Source: an optimization exercise on an open RTL-to-GDS flow (aim: small area and a short achievable clock period). Production flows keep margins and buffers that such runs may drop.
Function was checked by simulation only, so behaviour that the tests miss may differ from the original.
Power is estimated from default activity; no workload was simulated.

==> 12-05 <==
// mdu4
module mdu4 (
    input  wire        clk,
    input  wire        rst,
    input  wire        in_valid,
    input  wire        in_op,         
    input  wire [31:0] in_a,
    input  wire [31:0] in_b,
    input  wire [4:0]  in_tag,
    input  wire [3:0]  in_rob,
    input  wire [31:0] in_pc,
    output reg         out_valid,
    output reg  [31:0] out_value,
    output reg  [4:0]  out_tag,
    output reg  [3:0]  out_rob,
    output reg         fault,
    output reg  [31:0] fault_pc
);
    reg v1, v2, v3, v4;             
    reg z2, z3, z4;                 
    reg op1, op2, op3, op4;
    reg [8:0] tr1, tr2, tr3, tr4;   
    reg [31:0] a1, b1;
    reg [31:0] y2, y3, y4;          
    reg [31:0] ab2, ab3, ab4;       
    reg        sn2, sn3, sn4;       
    reg [8:0] r2;
    reg [16:0] r3;
    reg [24:0] r4;
    wire z1 = v1 & op1 & (b1 == 32'd0);
    wire [31:0] a_in  = (op1 & a1[31]) ? (~a1 + 32'd1) : a1;
    wire [31:0] y_in  = op1 & ~b1[31] ? ~b1 : b1;
    wire        ci_in = op1 & ~b1[31];
    reg         ci2, ci3, ci4;       
    wire        sn_in = a1[31] ^ b1[31];
    wire [0:0] x0;
    assign x0 = op1 & a_in[31];
    wire hz0 = &y_in[31:1];
    wire [0:0] p0 = x0 ^ y_in[0:0];
    wire [0:0] g0 = x0 & y_in[0:0];
    wire [1:0] G0_0 = {g0, ci_in};
    wire [1:0] P0_0 = {p0, 1'b0};
    wire G0_1 = G0_0[1] | (P0_0[1] & G0_0[0]);
    wire P0_1 = P0_0[1] & P0_0[0];
  ...
Settings: LEC_CHECK=0, ABC_AREA=1, CAP_MARGIN=20, CORE_MARGIN=2, CORE_UTILIZATION=60, CTS_BUF_LIST=sky130_fd_sc_hd__clkbuf_8, SLEW_MARGIN=20; clock period 80.0 ns.
standard.sh (not shown) runs the stock make flow with config.mk's settings and CLKGATE_MAP_FILE= SYNTH_SCRIPT=/design/flow/synth_recipe.tcl, a recipe that flattens the netlist after the stock synthesis.
==> flow/flow/run.sh <==
#!/bin/bash
set -euo pipefail
MARGIN=62
{
  sed -n 1p synth_recipe.tcl
  cat <<EOT
proc abc {args} {
  set i [lsearch -exact \$args -script]
  if {\$i >= 0} { lset args [expr {\$i + 1}] $PWD/flow/abc_delay.script }
  yosys abc {*}\$args
}
EOT
  tail -n +2 synth_recipe.tcl
} > my_synth.tcl
KNOBS=(SYNTH_SCRIPT=$PWD/my_synth.tcl ADDER_MAP_FILE=
       "BUFFER_PORTS_ARGS=-buffer_cell sky130_fd_sc_hd__buf_1"
       SETUP_SLACK_MARGIN=$MARGIN)
bash standard.sh "${KNOBS[@]}" synth > synth.log 2>&1
bash standard.sh "${KNOBS[@]}" finish > layout.log 2>&1
==> flow/flow/abc_delay.script <==
strash
dch
map -D 15000
topo
stime -c
buffer -c
upsize -c -D 15000
dnsize -c -D 15000
==> 10-07: changes against 12-05 <==
--- a/flow/design.v
+++ b/flow/design.v
@@ -14,29 +14,30 @@
     output reg  [3:0]  out_rob,
     output reg         fault,
     output reg  [31:0] fault_pc
 );
     reg v1, v2, v3, v4;             
     reg z2, z3, z4;                 
     reg op1, op2, op3, op4;
     reg [8:0] tr1, tr2, tr3, tr4;   
-    reg [31:0] a1, b1;
+    reg [31:0] a1, y1;
+    reg        an1, ci1;
     reg [31:0] y2, y3, y4;          
     reg [31:0] ab2, ab3, ab4;       
     reg        sn2, sn3, sn4;       
-    reg [8:0] r2;
-    reg [16:0] r3;
+    reg [9:0] r2;
+    reg [17:0] r3;
     reg [24:0] r4;
-    wire z1 = v1 & op1 & (b1 == 32'd0);
-    wire [31:0] a_in  = (op1 & a1[31]) ? (~a1 + 32'd1) : a1;
-    wire [31:0] y_in  = op1 & ~b1[31] ? ~b1 : b1;
-    wire        ci_in = op1 & ~b1[31];
+    wire z1 = v1 & op1 & ci1 & (&y1);    
+    wire [31:0] a_in  = a1 + {31'd0, an1};
+    wire [31:0] y_in  = y1;
+    wire        ci_in = ci1;
     reg         ci2, ci3, ci4;       
-    wire        sn_in = a1[31] ^ b1[31];
+    wire        sn_in = an1 ^ ~ci1;
     wire [0:0] x0;
     assign x0 = op1 & a_in[31];
     wire hz0 = &y_in[31:1];
     wire [0:0] p0 = x0 ^ y_in[0:0];
     wire [0:0] g0 = x0 & y_in[0:0];
     wire [1:0] G0_0 = {g0, ci_in};
     wire [1:0] P0_0 = {p0, 1'b0};
     wire G0_1 = G0_0[1] | (P0_0[1] & G0_0[0]);
@@ -281,21 +282,21 @@
     wire P8_15 = P8_5 & P8_13;
     wire [8:0] c8 = {G8_14, G8_13, G8_12, G8_11, G8_10, G8_7, G8_6, G8_1, G8_0[0]};
     wire co8 = G8_15;
     wire [8:0] d8 = p8 ^ c8;
     wire sel8 = op1 ? (co8 & hz8) : q7[23];
     wire [8:0] o8 = sel8 ? d8 : x8;
     wire [31:0] q8 = {q7[31:24], sel8, q7[22:0]};
     wire [9:0] x9;
-    assign x9 = {r2[8:0], op2 & ab2[22]};
-    wire hz9 = &y2[31:10];
-    wire [9:0] p9 = x9 ^ y2[9:0];
-    wire [9:0] g9 = x9 & y2[9:0];
-    wire [10:0] G9_0 = {g9, ci2};
+    assign x9 = {o8[8:0], op1 & q8[22]};
+    wire hz9 = &y_in[31:10];
+    wire [9:0] p9 = x9 ^ y_in[9:0];
+    wire [9:0] g9 = x9 & y_in[9:0];
+    wire [10:0] G9_0 = {g9, ci_in};
     wire [10:0] P9_0 = {p9, 1'b0};
     wire G9_1 = G9_0[1] | (P9_0[1] & G9_0[0]);
     wire P9_1 = P9_0[1] & P9_0[0];
     wire G9_2 = G9_0[3] | (P9_0[3] & G9_0[2]);
     wire P9_2 = P9_0[3] & P9_0[2];
     wire G9_3 = G9_0[5] | (P9_0[5] & G9_0[4]);
     wire P9_3 = P9_0[5] & P9_0[4];
     wire G9_4 = G9_0[7] | (P9_0[7] & G9_0[6]);
@@ -324,21 +325,21 @@
     wire P9_15 = P9_0[8] & P9_14;
     wire G9_16 = G9_5 | (P9_5 & G9_14);
     wire P9_16 = P9_5 & P9_14;
     wire G9_17 = G9_10 | (P9_10 & G9_14);
     wire P9_17 = P9_10 & P9_14;
     wire [9:0] c9 = {G9_16, G9_15, G9_14, G9_13, G9_12, G9_11, G9_7, G9_6, G9_1, G9_0[0]};
     wire co9 = G9_17;
     wire [9:0] d9 = p9 ^ c9;
-    wire sel9 = op2 ? (co9 & hz9) : ab2[22];
+    wire sel9 = op1 ? (co9 & hz9) : q8[22];
     wire [9:0] o9 = sel9 ? d9 : x9;
-    wire [31:0] q9 = {ab2[31:23], sel9, ab2[21:0]};
+    wire [31:0] q9 = {q8[31:23], sel9, q8[21:0]};
     wire [10:0] x10;
-    assign x10 = {o9[9:0], op2 & q9[21]};
+    assign x10 = {r2[9:0], op2 & ab2[21]};
     wire hz10 = &y2[31:11];
     wire [10:0] p10 = x10 ^ y2[10:0];
     wire [10:0] g10 = x10 & y2[10:0];
     wire [11:0] G10_0 = {g10, ci2};
     wire [11:0] P10_0 = {p10, 1'b0};
     wire G10_1 = G10_0[1] | (P10_0[1] & G10_0[0]);
     wire P10_1 = P10_0[1] & P10_0[0];
     wire G10_2 = G10_0[3] | (P10_0[3] & G10_0[2]);
@@ -377,19 +378,19 @@
     wire P10_18 = P10_5 & P10_16;
     wire G10_19 = G10_11 | (P10_11 & G10_16);
     wire P10_19 = P10_11 & P10_16;
     wire G10_20 = G10_12 | (P10_12 & G10_16);
     wire P10_20 = P10_12 & P10_16;
     wire [10:0] c10 = {G10_19, G10_18, G10_17, G10_16, G10_15, G10_14, G10_13, G10_8, G10_7, G10_1, G10_0[0]};
     wire co10 = G10_20;
     wire [10:0] d10 = p10 ^ c10;
-    wire sel10 = op2 ? (co10 & hz10) : q9[21];
+    wire sel10 = op2 ? (co10 & hz10) : ab2[21];
     wire [10:0] o10 = sel10 ? d10 : x10;
-    wire [31:0] q10 = {q9[31:22], sel10, q9[20:0]};
+    wire [31:0] q10 = {ab2[31:22], sel10, ab2[20:0]};
     wire [11:0] x11;
     assign x11 = {o10[10:0], op2 & q10[20]};
     wire hz11 = &y2[31:12];
     wire [11:0] p11 = x11 ^ y2[11:0];
     wire [11:0] g11 = x11 & y2[11:0];
     wire [12:0] G11_0 = {g11, ci2};
     wire [12:0] P11_0 = {p11, 1'b0};
     wire G11_1 = G11_0[1] | (P11_0[1] & G11_0[0]);
@@ -809,21 +810,21 @@
     wire P16_35 = P16_9 & P16_33;
     wire [16:0] c16 = {G16_34, G16_33, G16_32, G16_31, G16_30, G16_29, G16_28, G16_27, G16_26, G16_21, G16_20, G16_19, G16_18, G16_11, G16_10, G16_1, G16_0[0]};
     wire co16 = G16_35;
     wire [16:0] d16 = p16 ^ c16;
     wire sel16 = op2 ? (co16 & hz16) : q15[15];
     wire [16:0] o16 = sel16 ? d16 : x16;
     wire [31:0] q16 = {q15[31:16], sel16, q15[14:0]};
     wire [17:0] x17;
-    assign x17 = {r3[16:0], op3 & ab3[14]};
-    wire hz17 = &y3[31:18];
-    wire [17:0] p17 = x17 ^ y3[17:0];
-    wire [17:0] g17 = x17 & y3[17:0];
-    wire [18:0] G17_0 = {g17, ci3};
+    assign x17 = {o16[16:0], op2 & q16[14]};
+    wire hz17 = &y2[31:18];
+    wire [17:0] p17 = x17 ^ y2[17:0];
+    wire [17:0] g17 = x17 & y2[17:0];
+    wire [18:0] G17_0 = {g17, ci2};
     wire [18:0] P17_0 = {p17, 1'b0};
     wire G17_1 = G17_0[1] | (P17_0[1] & G17_0[0]);
     wire P17_1 = P17_0[1] & P17_0[0];
     wire G17_2 = G17_0[3] | (P17_0[3] & G17_0[2]);
     wire P17_2 = P17_0[3] & P17_0[2];
     wire G17_3 = G17_0[5] | (P17_0[5] & G17_0[4]);
     wire P17_3 = P17_0[5] & P17_0[4];
     wire G17_4 = G17_0[7] | (P17_0[7] & G17_0[6]);
@@ -892,21 +893,21 @@
     wire P17_35 = P17_0[16] & P17_34;
     wire G17_36 = G17_9 | (P17_9 & G17_34);
     wire P17_36 = P17_9 & P17_34;
     wire G17_37 = G17_18 | (P17_18 & G17_34);
     wire P17_37 = P17_18 & P17_34;
     wire [17:0] c17 = {G17_36, G17_35, G17_34, G17_33, G17_32, G17_31, G17_30, G17_29, G17_28, G17_27, G17_22, G17_21, G17_20, G17_19, G17_11, G17_10, G17_1, G17_0[0]};
     wire co17 = G17_37;
     wire [17:0] d17 = p17 ^ c17;
-    wire sel17 = op3 ? (co17 & hz17) : ab3[14];
+    wire sel17 = op2 ? (co17 & hz17) : q16[14];
     wire [17:0] o17 = sel17 ? d17 : x17;
-    wire [31:0] q17 = {ab3[31:15], sel17, ab3[13:0]};
+    wire [31:0] q17 = {q16[31:15], sel17, q16[13:0]};
     wire [18:0] x18;
-    assign x18 = {o17[17:0], op3 & q17[13]};
+    assign x18 = {r3[17:0], op3 & ab3[13]};
     wire hz18 = &y3[31:19];
     wire [18:0] p18 = x18 ^ y3[18:0];
     wire [18:0] g18 = x18 & y3[18:0];
     wire [19:0] G18_0 = {g18, ci3};
     wire [19:0] P18_0 = {p18, 1'b0};
     wire G18_1 = G18_0[1] | (P18_0[1] & G18_0[0]);
     wire P18_1 = P18_0[1] & P18_0[0];
     wire G18_2 = G18_0[3] | (P18_0[3] & G18_0[2]);
@@ -985,19 +986,19 @@
     wire P18_38 = P18_9 & P18_36;
     wire G18_39 = G18_19 | (P18_19 & G18_36);
     wire P18_39 = P18_19 & P18_36;
     wire G18_40 = G18_20 | (P18_20 & G18_36);
     wire P18_40 = P18_20 & P18_36;
     wire [18:0] c18 = {G18_39, G18_38, G18_37, G18_36, G18_35, G18_34, G18_33, G18_32, G18_31, G18_30, G18_29, G18_24, G18_23, G18_22, G18_21, G18_12, G18_11, G18_1, G18_0[0]};
     wire co18 = G18_40;
     wire [18:0] d18 = p18 ^ c18;
-    wire sel18 = op3 ? (co18 & hz18) : q17[13];
+    wire sel18 = op3 ? (co18 & hz18) : ab3[13];
     wire [18:0] o18 = sel18 ? d18 : x18;
-    wire [31:0] q18 = {q17[31:14], sel18, q17[12:0]};
+    wire [31:0] q18 = {ab3[31:14], sel18, ab3[12:0]};
     wire [19:0] x19;
     assign x19 = {o18[18:0], op3 & q18[12]};
     wire hz19 = &y3[31:20];
     wire [19:0] p19 = x19 ^ y3[19:0];
     wire [19:0] g19 = x19 & y3[19:0];
     wire [20:0] G19_0 = {g19, ci3};
     wire [20:0] P19_0 = {p19, 1'b0};
     wire G19_1 = G19_0[1] | (P19_0[1] & G19_0[0]);
@@ -2758,20 +2759,22 @@
     always @(posedge clk) begin
         v1 <= !rst & in_valid;
         v2 <= !rst & v1;
         v3 <= !rst & v2;
         v4 <= !rst & v3;
         z2 <= !rst & z1;
         z3 <= !rst & z2;
         z4 <= !rst & z3;
-        op1 <= in_op;  a1 <= in_a;  b1 <= in_b;  tr1 <= {in_tag, in_rob};
+        op1 <= in_op;  tr1 <= {in_tag, in_rob};
+        a1  <= in_a ^ {32{in_op & in_a[31]}};  an1 <= in_op & in_a[31];
+        y1  <= in_b ^ {32{in_op & ~in_b[31]}}; ci1 <= in_op & ~in_b[31];
         ci2 <= ci_in;  ci3 <= ci2;  ci4 <= ci3;
-        op2 <= op1;  y2 <= y_in;  ab2 <= q8;  sn2 <= sn_in;  r2 <= o8;  tr2 <= tr1;
-        op3 <= op2;  y3 <= y2;    ab3 <= q16;  sn3 <= sn2;    r3 <= o16;  tr3 <= tr2;
+        op2 <= op1;  y2 <= y_in;  ab2 <= q9;  sn2 <= sn_in;  r2 <= o9;  tr2 <= tr1;
+        op3 <= op2;  y3 <= y2;    ab3 <= q17;  sn3 <= sn2;    r3 <= o17;  tr3 <= tr2;
         op4 <= op3;  y4 <= y3;    ab4 <= q24;  sn4 <= sn3;    r4 <= o24;  tr4 <= tr3;
         out_valid <= !rst & !fault & v4 & !z4;
         fault     <= !rst & (fault | z4);
         out_value <= result;
         {out_tag, out_rob} <= tr4;
         if (!(fault | z1 | z2 | z3 | z4))
             fault_pc <= in_pc;
     end
==> flow/flow/abc_delay.script (replaced) <==
strash
dch
map -D 14000
topo
stime -c
buffer -c
upsize -c -D 14000
dnsize -c -D 14000
==> 03-16: changes against 12-05 <==
--- a/flow/design.v
+++ b/flow/design.v
@@ -14,29 +14,30 @@
     output reg  [3:0]  out_rob,
     output reg         fault,
     output reg  [31:0] fault_pc
 );
     reg v1, v2, v3, v4;             
     reg z2, z3, z4;                 
     reg op1, op2, op3, op4;
     reg [8:0] tr1, tr2, tr3, tr4;   
-    reg [31:0] a1, b1;
+    reg [31:0] a1, y1;
+    reg        an1, ci1;
     reg [31:0] y2, y3, y4;          
     reg [31:0] ab2, ab3, ab4;       
     reg        sn2, sn3, sn4;       
-    reg [8:0] r2;
-    reg [16:0] r3;
+    reg [9:0] r2;
+    reg [17:0] r3;
     reg [24:0] r4;
-    wire z1 = v1 & op1 & (b1 == 32'd0);
-    wire [31:0] a_in  = (op1 & a1[31]) ? (~a1 + 32'd1) : a1;
-    wire [31:0] y_in  = op1 & ~b1[31] ? ~b1 : b1;
-    wire        ci_in = op1 & ~b1[31];
+    wire z1 = v1 & op1 & ci1 & (&y1);    
+    wire [31:0] a_in  = a1 + {31'd0, an1};
+    wire [31:0] y_in  = y1;
+    wire        ci_in = ci1;
     reg         ci2, ci3, ci4;       
-    wire        sn_in = a1[31] ^ b1[31];
+    wire        sn_in = an1 ^ ~ci1;
     wire [0:0] x0;
     assign x0 = op1 & a_in[31];
     wire hz0 = &y_in[31:1];
     wire [0:0] p0 = x0 ^ y_in[0:0];
     wire [0:0] g0 = x0 & y_in[0:0];
     wire [1:0] G0_0 = {g0, ci_in};
     wire [1:0] P0_0 = {p0, 1'b0};
     wire G0_1 = G0_0[1] | (P0_0[1] & G0_0[0]);
@@ -281,21 +282,21 @@
     wire P8_15 = P8_5 & P8_13;
     wire [8:0] c8 = {G8_14, G8_13, G8_12, G8_11, G8_10, G8_7, G8_6, G8_1, G8_0[0]};
     wire co8 = G8_15;
     wire [8:0] d8 = p8 ^ c8;
     wire sel8 = op1 ? (co8 & hz8) : q7[23];
     wire [8:0] o8 = sel8 ? d8 : x8;
     wire [31:0] q8 = {q7[31:24], sel8, q7[22:0]};
     wire [9:0] x9;
-    assign x9 = {r2[8:0], op2 & ab2[22]};
-    wire hz9 = &y2[31:10];
-    wire [9:0] p9 = x9 ^ y2[9:0];
-    wire [9:0] g9 = x9 & y2[9:0];
-    wire [10:0] G9_0 = {g9, ci2};
+    assign x9 = {o8[8:0], op1 & q8[22]};
+    wire hz9 = &y_in[31:10];
+    wire [9:0] p9 = x9 ^ y_in[9:0];
+    wire [9:0] g9 = x9 & y_in[9:0];
+    wire [10:0] G9_0 = {g9, ci_in};
     wire [10:0] P9_0 = {p9, 1'b0};
     wire G9_1 = G9_0[1] | (P9_0[1] & G9_0[0]);
     wire P9_1 = P9_0[1] & P9_0[0];
     wire G9_2 = G9_0[3] | (P9_0[3] & G9_0[2]);
     wire P9_2 = P9_0[3] & P9_0[2];
     wire G9_3 = G9_0[5] | (P9_0[5] & G9_0[4]);
     wire P9_3 = P9_0[5] & P9_0[4];
     wire G9_4 = G9_0[7] | (P9_0[7] & G9_0[6]);
@@ -324,21 +325,21 @@
     wire P9_15 = P9_0[8] & P9_14;
     wire G9_16 = G9_5 | (P9_5 & G9_14);
     wire P9_16 = P9_5 & P9_14;
     wire G9_17 = G9_10 | (P9_10 & G9_14);
     wire P9_17 = P9_10 & P9_14;
     wire [9:0] c9 = {G9_16, G9_15, G9_14, G9_13, G9_12, G9_11, G9_7, G9_6, G9_1, G9_0[0]};
     wire co9 = G9_17;
     wire [9:0] d9 = p9 ^ c9;
-    wire sel9 = op2 ? (co9 & hz9) : ab2[22];
+    wire sel9 = op1 ? (co9 & hz9) : q8[22];
     wire [9:0] o9 = sel9 ? d9 : x9;
-    wire [31:0] q9 = {ab2[31:23], sel9, ab2[21:0]};
+    wire [31:0] q9 = {q8[31:23], sel9, q8[21:0]};
     wire [10:0] x10;
-    assign x10 = {o9[9:0], op2 & q9[21]};
+    assign x10 = {r2[9:0], op2 & ab2[21]};
     wire hz10 = &y2[31:11];
     wire [10:0] p10 = x10 ^ y2[10:0];
     wire [10:0] g10 = x10 & y2[10:0];
     wire [11:0] G10_0 = {g10, ci2};
     wire [11:0] P10_0 = {p10, 1'b0};
     wire G10_1 = G10_0[1] | (P10_0[1] & G10_0[0]);
     wire P10_1 = P10_0[1] & P10_0[0];
     wire G10_2 = G10_0[3] | (P10_0[3] & G10_0[2]);
@@ -377,19 +378,19 @@
     wire P10_18 = P10_5 & P10_16;
     wire G10_19 = G10_11 | (P10_11 & G10_16);
     wire P10_19 = P10_11 & P10_16;
     wire G10_20 = G10_12 | (P10_12 & G10_16);
     wire P10_20 = P10_12 & P10_16;
     wire [10:0] c10 = {G10_19, G10_18, G10_17, G10_16, G10_15, G10_14, G10_13, G10_8, G10_7, G10_1, G10_0[0]};
     wire co10 = G10_20;
     wire [10:0] d10 = p10 ^ c10;
-    wire sel10 = op2 ? (co10 & hz10) : q9[21];
+    wire sel10 = op2 ? (co10 & hz10) : ab2[21];
     wire [10:0] o10 = sel10 ? d10 : x10;
-    wire [31:0] q10 = {q9[31:22], sel10, q9[20:0]};
+    wire [31:0] q10 = {ab2[31:22], sel10, ab2[20:0]};
     wire [11:0] x11;
     assign x11 = {o10[10:0], op2 & q10[20]};
     wire hz11 = &y2[31:12];
     wire [11:0] p11 = x11 ^ y2[11:0];
     wire [11:0] g11 = x11 & y2[11:0];
     wire [12:0] G11_0 = {g11, ci2};
     wire [12:0] P11_0 = {p11, 1'b0};
     wire G11_1 = G11_0[1] | (P11_0[1] & G11_0[0]);
@@ -809,21 +810,21 @@
     wire P16_35 = P16_9 & P16_33;
     wire [16:0] c16 = {G16_34, G16_33, G16_32, G16_31, G16_30, G16_29, G16_28, G16_27, G16_26, G16_21, G16_20, G16_19, G16_18, G16_11, G16_10, G16_1, G16_0[0]};
     wire co16 = G16_35;
     wire [16:0] d16 = p16 ^ c16;
     wire sel16 = op2 ? (co16 & hz16) : q15[15];
     wire [16:0] o16 = sel16 ? d16 : x16;
     wire [31:0] q16 = {q15[31:16], sel16, q15[14:0]};
     wire [17:0] x17;
-    assign x17 = {r3[16:0], op3 & ab3[14]};
-    wire hz17 = &y3[31:18];
-    wire [17:0] p17 = x17 ^ y3[17:0];
-    wire [17:0] g17 = x17 & y3[17:0];
-    wire [18:0] G17_0 = {g17, ci3};
+    assign x17 = {o16[16:0], op2 & q16[14]};
+    wire hz17 = &y2[31:18];
+    wire [17:0] p17 = x17 ^ y2[17:0];
+    wire [17:0] g17 = x17 & y2[17:0];
+    wire [18:0] G17_0 = {g17, ci2};
     wire [18:0] P17_0 = {p17, 1'b0};
     wire G17_1 = G17_0[1] | (P17_0[1] & G17_0[0]);
     wire P17_1 = P17_0[1] & P17_0[0];
     wire G17_2 = G17_0[3] | (P17_0[3] & G17_0[2]);
     wire P17_2 = P17_0[3] & P17_0[2];
     wire G17_3 = G17_0[5] | (P17_0[5] & G17_0[4]);
     wire P17_3 = P17_0[5] & P17_0[4];
     wire G17_4 = G17_0[7] | (P17_0[7] & G17_0[6]);
@@ -892,21 +893,21 @@
     wire P17_35 = P17_0[16] & P17_34;
     wire G17_36 = G17_9 | (P17_9 & G17_34);
     wire P17_36 = P17_9 & P17_34;
     wire G17_37 = G17_18 | (P17_18 & G17_34);
     wire P17_37 = P17_18 & P17_34;
     wire [17:0] c17 = {G17_36, G17_35, G17_34, G17_33, G17_32, G17_31, G17_30, G17_29, G17_28, G17_27, G17_22, G17_21, G17_20, G17_19, G17_11, G17_10, G17_1, G17_0[0]};
     wire co17 = G17_37;
     wire [17:0] d17 = p17 ^ c17;
-    wire sel17 = op3 ? (co17 & hz17) : ab3[14];
+    wire sel17 = op2 ? (co17 & hz17) : q16[14];
     wire [17:0] o17 = sel17 ? d17 : x17;
-    wire [31:0] q17 = {ab3[31:15], sel17, ab3[13:0]};
+    wire [31:0] q17 = {q16[31:15], sel17, q16[13:0]};
     wire [18:0] x18;
-    assign x18 = {o17[17:0], op3 & q17[13]};
+    assign x18 = {r3[17:0], op3 & ab3[13]};
     wire hz18 = &y3[31:19];
     wire [18:0] p18 = x18 ^ y3[18:0];
     wire [18:0] g18 = x18 & y3[18:0];
     wire [19:0] G18_0 = {g18, ci3};
     wire [19:0] P18_0 = {p18, 1'b0};
     wire G18_1 = G18_0[1] | (P18_0[1] & G18_0[0]);
     wire P18_1 = P18_0[1] & P18_0[0];
     wire G18_2 = G18_0[3] | (P18_0[3] & G18_0[2]);
@@ -985,19 +986,19 @@
     wire P18_38 = P18_9 & P18_36;
     wire G18_39 = G18_19 | (P18_19 & G18_36);
     wire P18_39 = P18_19 & P18_36;
     wire G18_40 = G18_20 | (P18_20 & G18_36);
     wire P18_40 = P18_20 & P18_36;
     wire [18:0] c18 = {G18_39, G18_38, G18_37, G18_36, G18_35, G18_34, G18_33, G18_32, G18_31, G18_30, G18_29, G18_24, G18_23, G18_22, G18_21, G18_12, G18_11, G18_1, G18_0[0]};
     wire co18 = G18_40;
     wire [18:0] d18 = p18 ^ c18;
-    wire sel18 = op3 ? (co18 & hz18) : q17[13];
+    wire sel18 = op3 ? (co18 & hz18) : ab3[13];
     wire [18:0] o18 = sel18 ? d18 : x18;
-    wire [31:0] q18 = {q17[31:14], sel18, q17[12:0]};
+    wire [31:0] q18 = {ab3[31:14], sel18, ab3[12:0]};
     wire [19:0] x19;
     assign x19 = {o18[18:0], op3 & q18[12]};
     wire hz19 = &y3[31:20];
     wire [19:0] p19 = x19 ^ y3[19:0];
     wire [19:0] g19 = x19 & y3[19:0];
     wire [20:0] G19_0 = {g19, ci3};
     wire [20:0] P19_0 = {p19, 1'b0};
     wire G19_1 = G19_0[1] | (P19_0[1] & G19_0[0]);
@@ -2758,20 +2759,22 @@
     always @(posedge clk) begin
         v1 <= !rst & in_valid;
         v2 <= !rst & v1;
         v3 <= !rst & v2;
         v4 <= !rst & v3;
         z2 <= !rst & z1;
         z3 <= !rst & z2;
         z4 <= !rst & z3;
-        op1 <= in_op;  a1 <= in_a;  b1 <= in_b;  tr1 <= {in_tag, in_rob};
+        op1 <= in_op;  tr1 <= {in_tag, in_rob};
+        a1  <= in_a ^ {32{in_op & in_a[31]}};  an1 <= in_op & in_a[31];
+        y1  <= in_b ^ {32{in_op & ~in_b[31]}}; ci1 <= in_op & ~in_b[31];
         ci2 <= ci_in;  ci3 <= ci2;  ci4 <= ci3;
-        op2 <= op1;  y2 <= y_in;  ab2 <= q8;  sn2 <= sn_in;  r2 <= o8;  tr2 <= tr1;
-        op3 <= op2;  y3 <= y2;    ab3 <= q16;  sn3 <= sn2;    r3 <= o16;  tr3 <= tr2;
+        op2 <= op1;  y2 <= y_in;  ab2 <= q9;  sn2 <= sn_in;  r2 <= o9;  tr2 <= tr1;
+        op3 <= op2;  y3 <= y2;    ab3 <= q17;  sn3 <= sn2;    r3 <= o17;  tr3 <= tr2;
         op4 <= op3;  y4 <= y3;    ab4 <= q24;  sn4 <= sn3;    r4 <= o24;  tr4 <= tr3;
         out_valid <= !rst & !fault & v4 & !z4;
         fault     <= !rst & (fault | z4);
         out_value <= result;
         {out_tag, out_rob} <= tr4;
         if (!(fault | z1 | z2 | z3 | z4))
             fault_pc <= in_pc;
     end
==> summary of the runs <==
Register-to-register slack, highest first: 03-16, 10-07, 12-05.
Synthesized cell count is about the same in 10-07 and 12-05.
In 12-05 the combinational power is higher than in 03-16, by about 3%.
Sequential share of layout area: 12-05 < 03-16 < 10-07.
Of 12-05 and 03-16, 12-05 has the higher worst hold slack (gap 12 ps).
Clock skew: 12-05 is higher than 03-16 (2.4 ps).
Die area, lowest first: 12-05, 10-07, 03-16.
==> figures <==
	03-16	12-05	10-07
Run status	finished clean	finished clean	finished clean
Final weighted congestion of routability-driven global placement	1.03	1.06	1.00
Final instance area	0.0453 mm²	0.0466 mm²	0.0448 mm²
Number of buffers created by CTS	71	74	73
Effective utilization at floorplan	60.8%	60.8%	60.7%
Critical Path Sink	out_value[11]	out_value[28]	out_value[8]
Worst voltage drop across the vdd grid	0.0195 mV	0.0256 mV	0.0255 mV
Simple logic cell fraction of the synthesized area	34.5%	35.2%	34.7%
Internal power contribution	854 µW	864 µW	857 µW
Adder-cell share of the synthesized area	0.0509%	0.104%	0.0512%
Power Density	41.7 mW/mm²	41.3 mW/mm²	42.2 mW/mm²
Post-detailed-placement half-perimeter wirelength	105,000 µm	102,000 µm	103,000 µm
Worst Hold Margin	299 ps	311 ps	309 ps
Multi-input gates	5,136	5,127	5,138
Non-filler instance count after layout	7,973	8,037	7,907
Non-clock inverter total of the final layout	1,021	1,019	1,005

-- separate check: timing with driven ports --
In the flow no input, the clock included, has a driving cell. The finished layouts below were timed again as built, in two steps.
Step 1: set_driving_cell puts a clkbuf_16 on clk and a buf_2 on each other input, an assumption about the parent block.
Step 2 moves the port delays by t, midway between the first and last clock arrival at a register: inputs arrive t later, outputs are due t later. That takes back most of the time a late clock gives input paths.
a / b / c = ideal ports / drivers / drivers and shift; a / b = the first two.
| run | t, ns | slack for setup (ns) | slew at the worst register clock pin (ns) |
|---|---|---|---|
| 12-05 | 0.748 | 62.143 / 62.143 / 62.143 | 0.08 / 0.08 |
| 10-07 | 0.737 | 62.645 / 62.578 / 62.736 | 0.09 / 0.09 |
| 03-16 | 0.708 | 62.649 / 62.584 / 62.801 | 0.07 / 0.07 |
After both steps every run listed still meets setup and hold.
